What follows belongs to an exercise in optimizing a design on an open flow for small area, a short achievable clock period and few clock cycles; a production flow would make more cautious choices.
The RTL was checked by simulation tests, not by an equivalence proof against the original design.
Power and IR drop assume default switching activity.

Setup of run A:
==> flow/design.v <==
module css_t1 (
    input  wire [7:0] a,
    output wire [7:0] t1
);
    wire a01 = a[0] & a[1];
    wire u   = a01 ^ a[3];
    wire v   = (a[4] & a[5]) ^ a[6];
    wire w   = a01 ^ a[2];
    wire z   = (a[4] | a[5]) ^ a[7];
    assign t1[0] = ~u;
    assign t1[1] = ~v;
    assign t1[2] = a[5] ^ (u | v);
    assign t1[3] = a[1] ^ (u | v);
    assign t1[4] = ~w;
    assign t1[5] = ~z;
    assign t1[6] = a[0] ^ (w | z);
    assign t1[7] = a[4] ^ (w & z);
endmodule
module css_descramble (
    input  wire        clk,
    input  wire        rst,          
    input  wire        in_valid,
    output wire        in_ready,
    input  wire [31:0] in_data,
    input  wire [39:0] in_key,       
    input  wire [7:0]  in_cmi,
    output wire        out_valid,
    input  wire        out_ready,
    output wire [31:0] out_data
);
    reg  [31:0] obuf;
    reg         ov;
    reg  [8:0]  wcnt;           
    reg         gate;           
    reg  [31:0] o1w;            
    reg  [39:0] ssum;           
    reg         carry;
    reg  [7:0]  o0c;            
    reg  [2:0]  o0f;            
    function [7:0] rev8(input [7:0] b);
        integer k;
        begin
            for (k = 0; k < 8; k = k + 1) rev8[k] = b[7-k];
        end
    endfunction
    function [31:0] lfsr1_word(input [31:0] w);
        reg [63:0] st;          
        integer j, i, q;
        begin
            for (j = 0; j < 4; j = j + 1)
                for (i = 0; i < 8; i = i + 1)
                    st[8*j + 7 - i] = w[8*j + i];
            for (q = 32; q < 64; q = q + 1)
                st[q] = st[q-17] ^ st[q-3];
            for (j = 0; j < 4; j = j + 1)
                for (i = 0; i < 8; i = i + 1)
                    lfsr1_word[8*j + i] = st[32 + 8*j + 7 - i];
        end
    endfunction
    function [10:0] o0_of(input [23:0] x);
        reg [24:0] l;
        reg [7:0]  k;
        begin
            l = {x[23:3], 1'b1, x[2:0]};
            k = l[24:17] ^ l[21:14] ^ l[20:13] ^ {l[12:8], 3'd0};
            o0_of = {k ^ {5'd0, k[7:5]}, k[2:0] ^ l[7:5]};
        end
    endfunction
    wire take = in_valid && in_ready;
    wire [7:0] b0 = in_data[7:0], b1 = in_data[15:8];
    wire [31:0] o1n = o1w;
    wire [7:0]  a0  = rev8({o0c[7:3], o0f});
    wire [7:0]  a1  = rev8(o0c);
    wire [8:0]  sn0 = {1'b0, a0} + {1'b0, ~rev8(o1n[7:0])};
    wire [8:0]  sn1 = {1'b0, a1} + {1'b0, ~rev8(o1n[15:8])};
    wire [8:0]  sn2 = {1'b0, a1} + {1'b0, ~rev8(o1n[23:16])};
    wire [8:0]  sn3 = {1'b0, a1} + {1'b0, ~rev8(o1n[31:24])};
    wire        pn0 = &sn0[7:0];
    wire        pn1 = &sn1[7:0];
    wire        pn2 = &sn2[7:0];
    wire        pn3 = &sn3[7:0];
    wire [3:0] bc;              
    wire [31:0] ks;
    wire [3:0] bg = {ssum[38], ssum[28], ssum[18], ssum[8]};    
    wire [3:0] bp = {ssum[39], ssum[29], ssum[19], ssum[9]};    
    assign bc[0] = carry;
    assign bc[1] = bg[0] | (bp[0] & carry);
    assign bc[2] = bg[1] | (bp[1] & bg[0]) | (bp[1] & bp[0] & carry);
    assign bc[3] = bg[2] | (bp[2] & bg[1]) | (bp[2] & bp[1] & bg[0]) | (bp[2] & bp[1] & bp[0] & carry);
    wire carry_next = bg[3] | (bp[3] & bc[3]);
    genvar j;
    generate
        for (j = 0; j < 4; j = j + 1) begin : g_ks
            wire [7:0] sj = ssum[10*j +: 8];
            assign ks[8*j +: 8] = sj ^ ({sj[6:0] & {sj[5:0], 1'b1} & {sj[4:0], 2'b11} & {sj[3:0], 3'b111}
                                         & {sj[2:0], 4'hF} & {sj[1:0], 5'h1F} & {sj[0], 6'h3F}, 1'b1}
                                        & {8{bc[j]}});
        end
    endgenerate
    wire [31:0] t1w;
    css_t1 u_t10 (.a(in_data[7:0]),   .t1(t1w[7:0]));
    css_t1 u_t11 (.a(in_data[15:8]),  .t1(t1w[15:8]));
    css_t1 u_t12 (.a(in_data[23:16]), .t1(t1w[23:16]));
    css_t1 u_t13 (.a(in_data[31:24]), .t1(t1w[31:24]));
    wire scr = gate && wcnt[8:5] != 4'd0;      
    always @(posedge clk) begin
        if (rst) begin
            ov   <= 1'b0;
            wcnt <= 9'd0;
        end else begin
            if (take) begin
                ov   <= 1'b1;
                wcnt <= wcnt + 9'd1;
            end else if (out_ready) begin
                ov   <= 1'b0;
            end
        end
        if (take) begin
            obuf <= scr ? (t1w ^ ks) : in_data;
            if (wcnt == 9'd5)
                gate <= b0[5:4] != 2'b00;
            if (wcnt == 9'd21) begin
                gate  <= gate && in_cmi[7] && in_key != 40'd0;
                o1w   <= {in_key[7:0] ^ b0, in_key[14:8] ^ b1[6:0], 1'b1, 7'd0, in_key[15] ^ b1[7], in_data[23:16]};
                o0c   <= in_data[31:24];
                carry <= 1'b0;
            end
            if (wcnt == 9'd22)
                {o0c, o0f} <= o0_of(in_key[39:16] ^ {b0, o0c, o1w[7:0]});
            if (wcnt >= 9'd30)
                o1w  <= lfsr1_word(o1w);
            if (wcnt >= 9'd31)
                ssum <= {pn3, sn3, pn2, sn2, pn1, sn1, pn0, sn0};
            if (wcnt == 9'd31)
                o0f <= o0c[2:0];
            if (wcnt[8:5] != 4'd0)
                carry <= carry_next;
        end
    end
    assign in_ready  = out_ready;
    assign out_valid = ov;
    assign out_data  = obuf;
endmodule
==> flow/config.mk <==
export PLATFORM = sky130hd
export DESIGN_NAME = css_descramble
export DESIGN_NICKNAME = css_descramble
export VERILOG_FILES = /design/flow/design.v
export SDC_FILE = /design/flow/constraint.sdc
export NUM_CORES = 4
export LEC_CHECK = 0
export CAP_MARGIN = 20
export CORE_MARGIN = 2
export CORE_UTILIZATION = 70
export CTS_BUF_LIST = sky130_fd_sc_hd__clkbuf_4
export PLACE_DENSITY = 0.85
export SETUP_SLACK_MARGIN = 3.2
export SLEW_MARGIN = 20
==> flow/constraint.sdc <==
create_clock -name core_clock -period 6.0 [get_ports {clk}]
set_input_delay 1.2000 -clock core_clock [delete_from_list [all_inputs] [get_ports {clk}]]
set_output_delay 1.2000 -clock core_clock [all_outputs]
set_load 0.01 [all_outputs]
standard.sh (not shown) runs the stock make flow with config.mk's settings and CLKGATE_MAP_FILE= SYNTH_SCRIPT=/design/flow/synth_recipe.tcl, a recipe that flattens the netlist after the stock synthesis.
==> flow/flow/run.sh <==
#!/bin/bash
# Layout flow: the standard ORFS flow (standard.sh), with extra ORFS settings passed
# to make:
#  - the port buffers that buffer_ports puts on every input and output are
#    sky130_fd_sc_hd__buf_1 instead of the cell it picks by default (clkdlybuf4s50_1);
#  - if flow/abc.script exists, Yosys's ABC technology mapping uses it in place of ORFS's
#    abc_speed.script: ORFS's scripts folder is copied here (scripts_local/) with only that
#    file replaced. Synthesis is otherwise ORFS's and the standard flow's own (synth_recipe.tcl);
#    ABC maps only combinational logic, so the registers are the standard synthesis's;
#  - any further make settings listed one per line in flow/extra.txt.
# make's full output goes to flow_make.log here; each ORFS step keeps its own log under
# orfs/logs/.
set -euo pipefail
EXTRA=(
  "BUFFER_PORTS_ARGS=-buffer_cell sky130_fd_sc_hd__buf_1"
)
if [[ -f flow/abc.script ]]; then
  rm -rf scripts_local
  cp -r "$FLOW_HOME/scripts" scripts_local
  cp flow/abc.script scripts_local/abc_speed.script
  EXTRA+=("SCRIPTS_DIR=$PWD/scripts_local")
fi
if [[ -f flow/extra.txt ]]; then
  while IFS= read -r line; do
    [[ -n "$line" ]] && EXTRA+=("$line")
  done < flow/extra.txt
fi
bash standard.sh "${EXTRA[@]}" finish > flow_make.log 2>&1
Run A did not stop at any stage, and its layout met the timing, DRC and antenna checks.
Testbench counts of run A, summed over its fixed seeds: cycles 32,776.
What run B does differently from run A at the input level:
Settings: a change of CORE_UTILIZATION from 70 to 65; a change of SETUP_SLACK_MARGIN from 3.2 to 3.4; an added CTS_CLUSTER_SIZE of 40; a change of CTS_BUF_LIST from sky130_fd_sc_hd__clkbuf_4 to sky130_fd_sc_hd__clkbuf_4 sky130_fd_sc_hd__clkbuf_8; an added CTS_CLUSTER_DIAMETER of 60; a change of PLACE_DENSITY from 0.85 to 0.8.
==> comparison <==
Run B finished every stage and its layout cleared the timing, DRC and antenna checks. Looking at met2 wirelength from detailed routing, run B sits 4.9% higher than run A does. Run A leaves less setup margin than run B. Run B vs run A: worst hold slack up in run B. Comparing run A and run B, the higher leakage power of the design is on run B. When the final numbers for run A and run B were put side by side, the met2 routing resource usage after global routing turned out to be greater in run A. met3 global-route usage for run B is lower than for run A.
Edits applied to the flow inputs when going from run B to run C:
Settings: PLACE_DENSITY: 0.8 -> 0.85; CORE_UTILIZATION: 65 -> 70; CTS_BUF_LIST: sky130_fd_sc_hd__clkbuf_4 sky130_fd_sc_hd__clkbuf_8 -> sky130_fd_sc_hd__clkbuf_4; CTS_CLUSTER_SIZE: 40 -> unset; CTS_CLUSTER_DIAMETER: 60 -> unset.
### Flow results
Going from run B to run C, worst hold slack across all endpoints fell 0.036 ns, share of final-layout standard cells stronger than drive strength 1 up 0.37 points, post-route clock period utilization saw little to no change, total power divided by cell area lower.
diff inputs: run C => run D
Settings: swapping sky130_fd_sc_hd__clkbuf_4 for sky130_fd_sc_hd__clkbuf_4 sky130_fd_sc_hd__clkbuf_8 in CTS_BUF_LIST.
==> flow/flow/abc.script (new file) <==
&get -n
&st
&dch
&nf
&st
&syn2
&if -g -K 6
&synch2
&nf
&put
--- outcome ---
Timing, DRC, antenna: 0 failures across run C and run D. Count of clock-buffer cells in the layout, run D vs run C: up by more than 10%. Looking at post-detailed-placement half-perimeter wirelength, run D sits 2.3% lower than run C does. Going from run C to run D, the slew at the pin closest to its max-slew limit was found to have gone up by 0.14 ns. Run D ends up with a adder and majority cell fraction of the synthesized area that is 0.35 points higher than in run C. Looking at final instance area, run D sits 1.7% below run C. Going from run C to run D, internal power component grew by more than 10%. Final total power (run D vs. run C) increases by a little under 10%. | total length of routed wires | run D vs run C | about 1.1% lower |. Run D — clock network fraction of design power 5.7 points higher, run C as reference. Taking run C as the reference point, the met2 wire length of run D rises by about 0.33%. Area after synthesis: run D better than run C.

## afterwards: timing with drivers on the ports
How much do the figures lean on ideal ports? The routed layouts below were timed once more, with nothing changed but the port constraints.
Step 1 sets driving cells, clkbuf_16 on the clock port and buf_2 on the other inputs (assumed; they add their load-dependent delay and slew).
Step 2 times the ports against the registers' clock, not the clock port: input delays grow and output delays shrink by t, the midpoint of the rising clock arrivals with the driver on.
Slacks: no drivers / after step 1 / after step 2; pairs: no drivers / after step 1.
run	t (ns)	slack for setup (ns)	worst register clock-pin slew, ns	pins driven straight from the clock port
run A	0.601	3.322 / 3.290 / 2.806	0.12 / 0.12	1
run B	0.489	3.394 / 3.361 / 3.022	0.07 / 0.07	1
run C	0.589	3.396 / 3.364 / 2.910	0.11 / 0.11	1
run D	0.504	3.295 / 3.295 / 2.932	0.08 / 0.08	1
After both steps every run listed still meets setup and hold. For run A, which loses most, drivers alone change the setup slack by -0.032 ns; drivers and shift together by -0.516 ns.
